Context: an optimization exercise on an open-source flow, tuned for small area, a short achievable clock period and few clock cycles per item. The choices shown serve that exercise and are no tape-out recipe.
No activity file was given, so power comes from the tool's default toggle rates.

v6:
==> flow/design.v <==
module simpledes_core (
    input  wire        clk,
    input  wire        rst,         
    input  wire [23:0] cmd,
    input  wire        cmd_valid,
    output wire        cmd_ready,
    output wire [11:0] dout,
    output wire [7:0]  status
);
    localparam [2:0] E_NONE    = 3'd0;
    localparam [2:0] E_ILLEGAL = 3'd1;
    localparam [2:0] E_RANGE   = 3'd2;
    localparam [2:0] E_NOKEY   = 3'd3;
    localparam [2:0] E_LOCKED  = 3'd4;
    function [7:0] expand;
        input [5:0] x;
        expand = {x[5], x[4], x[2], x[3], x[2], x[3], x[1], x[0]};
    endfunction
    function [2:0] sbox1;
        input [3:0] a;
        reg   [3:0] q0, q1, q2;
        begin
            q0 = {a[0] | a[1], ~(a[0] | a[1]), ~a[0], ~a[0]};
            q1 = {a[0], a[1], ~a[0], a[0]};
            q2 = {a[0] ^ a[1], a[0] ^ a[1], a[0] ^ a[1], ~(a[0] ^ a[1])};
            sbox1 = {q2[a[3:2]], q1[a[3:2]], q0[a[3:2]]};
        end
    endfunction
    function [2:0] sbox2;
        input [3:0] a;
        reg   [3:0] q0, q1, q2;
        begin
            q0 = {a[1] & ~a[0], a[0] | ~a[1], ~(a[0] & a[1]), a[0] & a[1]};
            q1 = {~a[1], a[0], a[1] | ~a[0], a[1] & ~a[0]};
            q2 = {~(a[0] ^ a[1]), ~(a[0] ^ a[1]), ~(a[0] | a[1]), a[1] | ~a[0]};
            sbox2 = {q2[a[3:2]], q1[a[3:2]], q0[a[3:2]]};
        end
    endfunction
    function [5:0] round_f;
        input [5:0] r;
        input [7:0] rk;
        reg   [7:0] x;
        begin
            x       = expand(r) ^ rk;
            round_f = {sbox1(x[7:4]), sbox2(x[3:0])};
        end
    endfunction
    function [5:0] sboxes;
        input [7:0] x;
        sboxes = {sbox1(x[7:4]), sbox2(x[3:0])};
    endfunction
    function [5:0] unexpand;
        input [7:0] x;
        input [7:0] k;
        unexpand = {x[7] ^ k[7], x[6] ^ k[6], x[4] ^ k[4], x[5] ^ k[5], x[1] ^ k[1], x[0] ^ k[0]};
    endfunction
    reg  [8:0]  key;
    reg         kv;
    reg         dv;
    reg  [2:0]  err;
    reg  [5:0]  hl, hr;
    reg  [8:0]  rot;
    reg  [4:0]  cur;
    reg         busy;
    wire        down = !cur[4];          
    wire [3:0]  op   = cmd[23:20];
    wire [3:0]  sr   = cmd[19:16];
    wire [3:0]  er   = cmd[15:12];
    wire [11:0] data = cmd[11:0];
    wire fields_zero = (sr == 4'd0) && (er == 4'd0);
    wire is_ldkey = (op == 4'h1) && fields_zero;
    wire is_enc   = (op == 4'h2) && fields_zero;
    wire is_dec   = (op == 4'h3) && fields_zero;
    wire is_proc  = (op == 4'h4);
    wire illegal  = !(is_ldkey || is_enc || is_dec || is_proc);
    reg [2:0] fault;
    always @(*) begin
        if (illegal)
            fault = E_ILLEGAL;
        else if (is_ldkey)
            fault = (data[11:9] != 3'd0) ? E_RANGE : (kv ? E_LOCKED : E_NONE);
        else if (is_proc && (sr == 4'd0 || er == 4'd0))
            fault = E_RANGE;
        else if (!kv)
            fault = E_NOKEY;
        else
            fault = E_NONE;
    end
    wire issue = cmd_valid && !busy;
    wire [8:0] rot_n  = down ? {rot[0], rot[8:1]} : {rot[7:0], rot[8]};
    wire [8:0] rot_nn = down ? {rot[1:0], rot[8:2]} : {rot[6:0], rot[8:7]};
    wire [5:0] st_r   = hl ^ sboxes(expand(hr) ^ rot[8:1]);      
    wire [7:0] in_k  = busy ? rot_n[8:1] : op[0] ? key[7:0] : key[8:1];
    wire [5:0] in_rr = busy ? st_r : data[5:0];
    wire [5:0] in_ll = busy ? hr : data[11:6];
    wire [5:0] in_r  = in_ll ^ sboxes(expand(in_rr) ^ in_k);
    wire       one   = (cur == 5'd1) || (cur == 5'h1f);          
    wire       two   = busy && !one;
    wire       sgl   = busy && one;
    wire [3:0] idx = {sr[3], sr[2], sr[1] | (op[1] & ~op[0]), sr[0] | (op[1] & op[0])};
    wire [8:0] b0  = {key[0], key[8:1]};
    wire [8:0] b1  = idx[0] ? {b0[7:0], b0[8]}   : b0;
    wire [8:0] b2  = idx[1] ? {b1[6:0], b1[8:7]} : b1;
    wire [8:0] b3  = idx[2] ? {b2[4:0], b2[8:5]} : b2;
    wire [8:0] b4  = idx[3] ? {b3[0], b3[8:1]}   : b3;
    wire legal_c = ((op[3:1] == 3'b001) && fields_zero) || (is_proc && (sr != 4'd0) && (er != 4'd0));
    wire go_c    = issue && (err == E_NONE) && legal_c;
    always @(posedge clk) begin
        if (rst) begin
            busy <= 1'b0;
            kv   <= 1'b0;
            dv   <= 1'b0;
            err  <= E_NONE;
        end else if (busy) begin
            if (one || cur == 5'd2 || cur == 5'h1e) busy <= 1'b0;
        end else if (issue && err == E_NONE) begin
            if (fault != E_NONE) begin
                err <= fault;
            end else if (is_ldkey) begin
                key <= data[8:0];
                kv  <= 1'b1;
            end else begin
                dv <= 1'b1;
                if (!op[1]) busy <= (sr != er);       
            end
        end
    end
    wire       ld   = !busy && go_c;
    wire       hold = !busy && !go_c;
    wire [5:0] ld_l = op[1] ? data[5:0] : data[11:6];
    wire [5:0] ld_r = op[1] ? in_r : data[5:0];
    always @(posedge clk) begin
        hl  <= ({6{two}} & st_r)   | ({6{sgl}} & hr)    | ({6{ld}} & ld_l) | ({6{hold}} & hl);
        hr  <= ({6{two}} & in_r)   | ({6{sgl}} & st_r)  | ({6{ld}} & ld_r) | ({6{hold}} & hr);
        rot <= ({9{two}} & rot_nn) | ({9{sgl}} & rot_n) | ({9{ld}} & b4)   | ({9{hold}} & rot);
    end
    always @(posedge clk)
        cur <= (busy ? cur : {1'b0, sr}) + (busy ? {{3{down}}, 2'b10} : ~{1'b0, er} + 5'd1);
    assign cmd_ready = !busy;
    assign dout      = {st_r, hr};
    assign status    = {3'b000, err, dv, kv};
endmodule
==> flow/config.mk <==
export PLATFORM = sky130hd
export DESIGN_NAME = simpledes_core
export DESIGN_NICKNAME = simpledes_core
export VERILOG_FILES = /design/flow/design.v
export SDC_FILE = /design/flow/constraint.sdc
export NUM_CORES = 4
export LEC_CHECK = 0
export CAP_MARGIN = 20
export CORE_MARGIN = 2
export CORE_UTILIZATION = 40
export SETUP_SLACK_MARGIN = 1.3
export SLEW_MARGIN = 20
==> flow/constraint.sdc <==
create_clock -name core_clock -period 4.5 [get_ports {clk}]
set_input_delay 0.9000 -clock core_clock [delete_from_list [all_inputs] [get_ports {clk}]]
set_output_delay 0.9000 -clock core_clock [all_outputs]
set_load 0.01 [all_outputs]
standard.sh (not shown) runs the stock make flow with config.mk's settings and CLKGATE_MAP_FILE= SYNTH_SCRIPT=/design/flow/synth_recipe.tcl, a recipe that flattens the netlist after the stock synthesis.
==> flow/flow/run.sh <==
#!/bin/bash
# Standard layout, with the port buffers made of a regular buffer cell instead of the
# delay cell buffer_ports picks by default.
set -euo pipefail
bash standard.sh "BUFFER_PORTS_ARGS=-buffer_cell sky130_fd_sc_hd__buf_1" finish > run_standard.log 2>&1
v6 completed end to end with timing, DRC and antenna clean.
Here is what was changed in the inputs of v7 compared with v6.
==> flow/design.v <==
module simpledes_core (
    input  wire        clk,
    input  wire        rst,         
    input  wire [23:0] cmd,
    input  wire        cmd_valid,
    output wire        cmd_ready,
    output wire [11:0] dout,
    output wire [7:0]  status
);
    localparam [2:0] E_NONE    = 3'd0;
    localparam [2:0] E_ILLEGAL = 3'd1;
    localparam [2:0] E_RANGE   = 3'd2;
    localparam [2:0] E_NOKEY   = 3'd3;
    localparam [2:0] E_LOCKED  = 3'd4;
    function [7:0] expand;
        input [5:0] x;
        expand = {x[5], x[4], x[2], x[3], x[2], x[3], x[1], x[0]};
    endfunction
    localparam [15:0] S1B0 = 16'he155, S1B1 = 16'hac5a, S1B2 = 16'h6669;
    localparam [15:0] S2B0 = 16'h4b78, S2B1 = 16'h3ad4, S2B2 = 16'h991d;
    function [2:0] sbox1;
        input [3:0] a;
        sbox1 = {S1B2[a], S1B1[a], S1B0[a]};
    endfunction
    function [2:0] sbox2;
        input [3:0] a;
        sbox2 = {S2B2[a], S2B1[a], S2B0[a]};
    endfunction
    function [5:0] round_f;
        input [5:0] r;
        input [7:0] rk;
        reg   [7:0] x;
        begin
            x       = expand(r) ^ rk;
            round_f = {sbox1(x[7:4]), sbox2(x[3:0])};
        end
    endfunction
    function [5:0] sboxes;
        input [7:0] x;
        sboxes = {sbox1(x[7:4]), sbox2(x[3:0])};
    endfunction
    function [5:0] unexpand;
        input [7:0] x;
        input [7:0] k;
        unexpand = {x[7] ^ k[7], x[6] ^ k[6], x[4] ^ k[4], x[5] ^ k[5], x[1] ^ k[1], x[0] ^ k[0]};
    endfunction
    reg  [8:0]  key;
    reg         kv;
    reg         dv;
    reg  [2:0]  err;
    reg  [5:0]  hl, hr;
    reg  [8:0]  rot;
    reg  [4:0]  cur;
    reg         busy;
    wire        down = !cur[4];          
    wire [3:0]  op   = cmd[23:20];
    wire [3:0]  sr   = cmd[19:16];
    wire [3:0]  er   = cmd[15:12];
    wire [11:0] data = cmd[11:0];
    wire fields_zero = (sr == 4'd0) && (er == 4'd0);
    wire is_ldkey = (op == 4'h1) && fields_zero;
    wire is_enc   = (op == 4'h2) && fields_zero;
    wire is_dec   = (op == 4'h3) && fields_zero;
    wire is_proc  = (op == 4'h4);
    wire illegal  = !(is_ldkey || is_enc || is_dec || is_proc);
    reg [2:0] fault;
    always @(*) begin
        if (illegal)
            fault = E_ILLEGAL;
        else if (is_ldkey)
            fault = (data[11:9] != 3'd0) ? E_RANGE : (kv ? E_LOCKED : E_NONE);
        else if (is_proc && (sr == 4'd0 || er == 4'd0))
            fault = E_RANGE;
        else if (!kv)
            fault = E_NOKEY;
        else
            fault = E_NONE;
    end
    wire issue = cmd_valid && !busy;
    wire [7:0] k1    = key[8:1];
    wire [7:0] k2    = key[7:0];
    wire [7:0] in_kf = op[0] ? k2 : k1;
    wire [5:0] in_r  = data[11:6] ^ sboxes(expand(data[5:0]) ^ in_kf);
    wire [8:0] rot_n = down ? {rot[0], rot[8:1]} : {rot[7:0], rot[8]};
    wire [5:0] st_r  = hl ^ sboxes(expand(hr) ^ rot[8:1]);       
    wire [3:0] idx = {sr[3], sr[2], sr[1] | (op[1] & ~op[0]), sr[0] | (op[1] & op[0])};
    wire [8:0] b0  = {key[0], key[8:1]};
    wire [8:0] b1  = idx[0] ? {b0[7:0], b0[8]}   : b0;
    wire [8:0] b2  = idx[1] ? {b1[6:0], b1[8:7]} : b1;
    wire [8:0] b3  = idx[2] ? {b2[4:0], b2[8:5]} : b2;
    wire [8:0] b4  = idx[3] ? {b3[0], b3[8:1]}   : b3;
    wire go_c = issue && (err == E_NONE) && (fault == E_NONE) && !is_ldkey;
    always @(posedge clk) begin
        if (rst) begin
            busy <= 1'b0;
            kv   <= 1'b0;
            dv   <= 1'b0;
            err  <= E_NONE;
        end else if (busy) begin
            if (cur == 5'd1 || cur == 5'h1f) busy <= 1'b0;
        end else if (issue && err == E_NONE) begin
            if (fault != E_NONE) begin
                err <= fault;
            end else if (is_ldkey) begin
                kv  <= 1'b1;
            end else begin
                dv <= 1'b1;
                if (is_proc) busy <= (sr != er);
            end
        end
    end
    wire       ld   = !busy && go_c;
    wire       hold = !busy && !go_c;
    wire [5:0] ld_l = is_proc ? data[11:6] : data[5:0];
    wire [5:0] ld_r = is_proc ? data[5:0] : in_r;
    always @(posedge clk) begin
        hl  <= ({6{busy}} & hr)    | ({6{ld}} & ld_l) | ({6{hold}} & hl);
        hr  <= ({6{busy}} & st_r)  | ({6{ld}} & ld_r) | ({6{hold}} & hr);
        rot <= ({9{busy}} & rot_n) | ({9{ld}} & b4)   | ({9{hold}} & rot);
    end
    always @(posedge clk)
        if (!kv) key <= data[8:0];
    always @(posedge clk)
        cur <= busy ? (down ? cur - 5'd1 : cur + 5'd1) : {1'b0, sr} - {1'b0, er};
    assign cmd_ready = !busy;
    assign dout      = {st_r, hr};
    assign status    = {3'b000, err, dv, kv};
endmodule
### Flow results
In terms of final antenna-violating net count, v7 and v6 differ only marginally. Comparing v7 and v6, setup slack after layout is higher on v6. v7 vs v6 — cell internal power dissipation dropped 0.00053 W. v7 against v6; non-clock buffer count is down by more than 10%. The area of combinational cells with multiple inputs reported for v7 is smaller than that of v6 by about 20%. Area after synthesis, v7 and v6: larger value in v6. Headroom to the max-slew limit (v7 over v6): increase, 20 points. On v7: clock power share is 8.9 points higher than what v6 gave. Re vias per cell: v6 was higher than v7. v6 reports its capture point of the critical path as hr[4]$_DFF_P_ while v7 reports hr[2]$_DFF_P_. Diff v6 -> v7 | cell count | down by more than 10%. Between v7 and v6, the final-layout clock-cell area share is higher for v6. v7: maximum frequency about 0.55% below v6. From v6 to v7 the numbers moved as follows: number of combinational gates with multiple inputs lost 46, overall power lost about 50%.
Function was not checked in any run of this note: the RTL went through the layout flow alone.

what the ideal ports hide:
The results above use ideal ports. As a check the final layouts listed here were re-extracted and re-timed, cells and wires unchanged. Step 1 sets driving cells, clkbuf_16 on the clock port and buf_2 on the other inputs (assumed; they add their load-dependent delay and slew). Step 2 adds t to the input delays and takes it off the output delays; t is the mean of the earliest and latest rising clock arrival at the registers after step 1. Input paths then give back, and output paths get back, about the clock's delay inside the block. Slacks: no drivers / after step 1 / after step 2; pairs: no drivers / after step 1.
| run | t, ns | slack for setup (ns) | hold slack, ns | clock arrival spread, ns | worst slew at a driven data input, ns |
|---|---|---|---|---|---|
| v6 | 0.327 | 1.430 / 1.402 / 1.118 | 0.449 / 0.449 / 0.449 | 0.010 / 0.010 | 0.04 |
| v7 | 0.323 | 1.413 / 1.425 / 1.102 | 0.501 / 0.501 / 0.501 | 0.007 / 0.007 | 0.03 |
After both steps every run listed still meets setup and hold. The setup slack of v6, which loses most, moves by -0.028 ns with the drivers and by -0.312 ns with both steps.
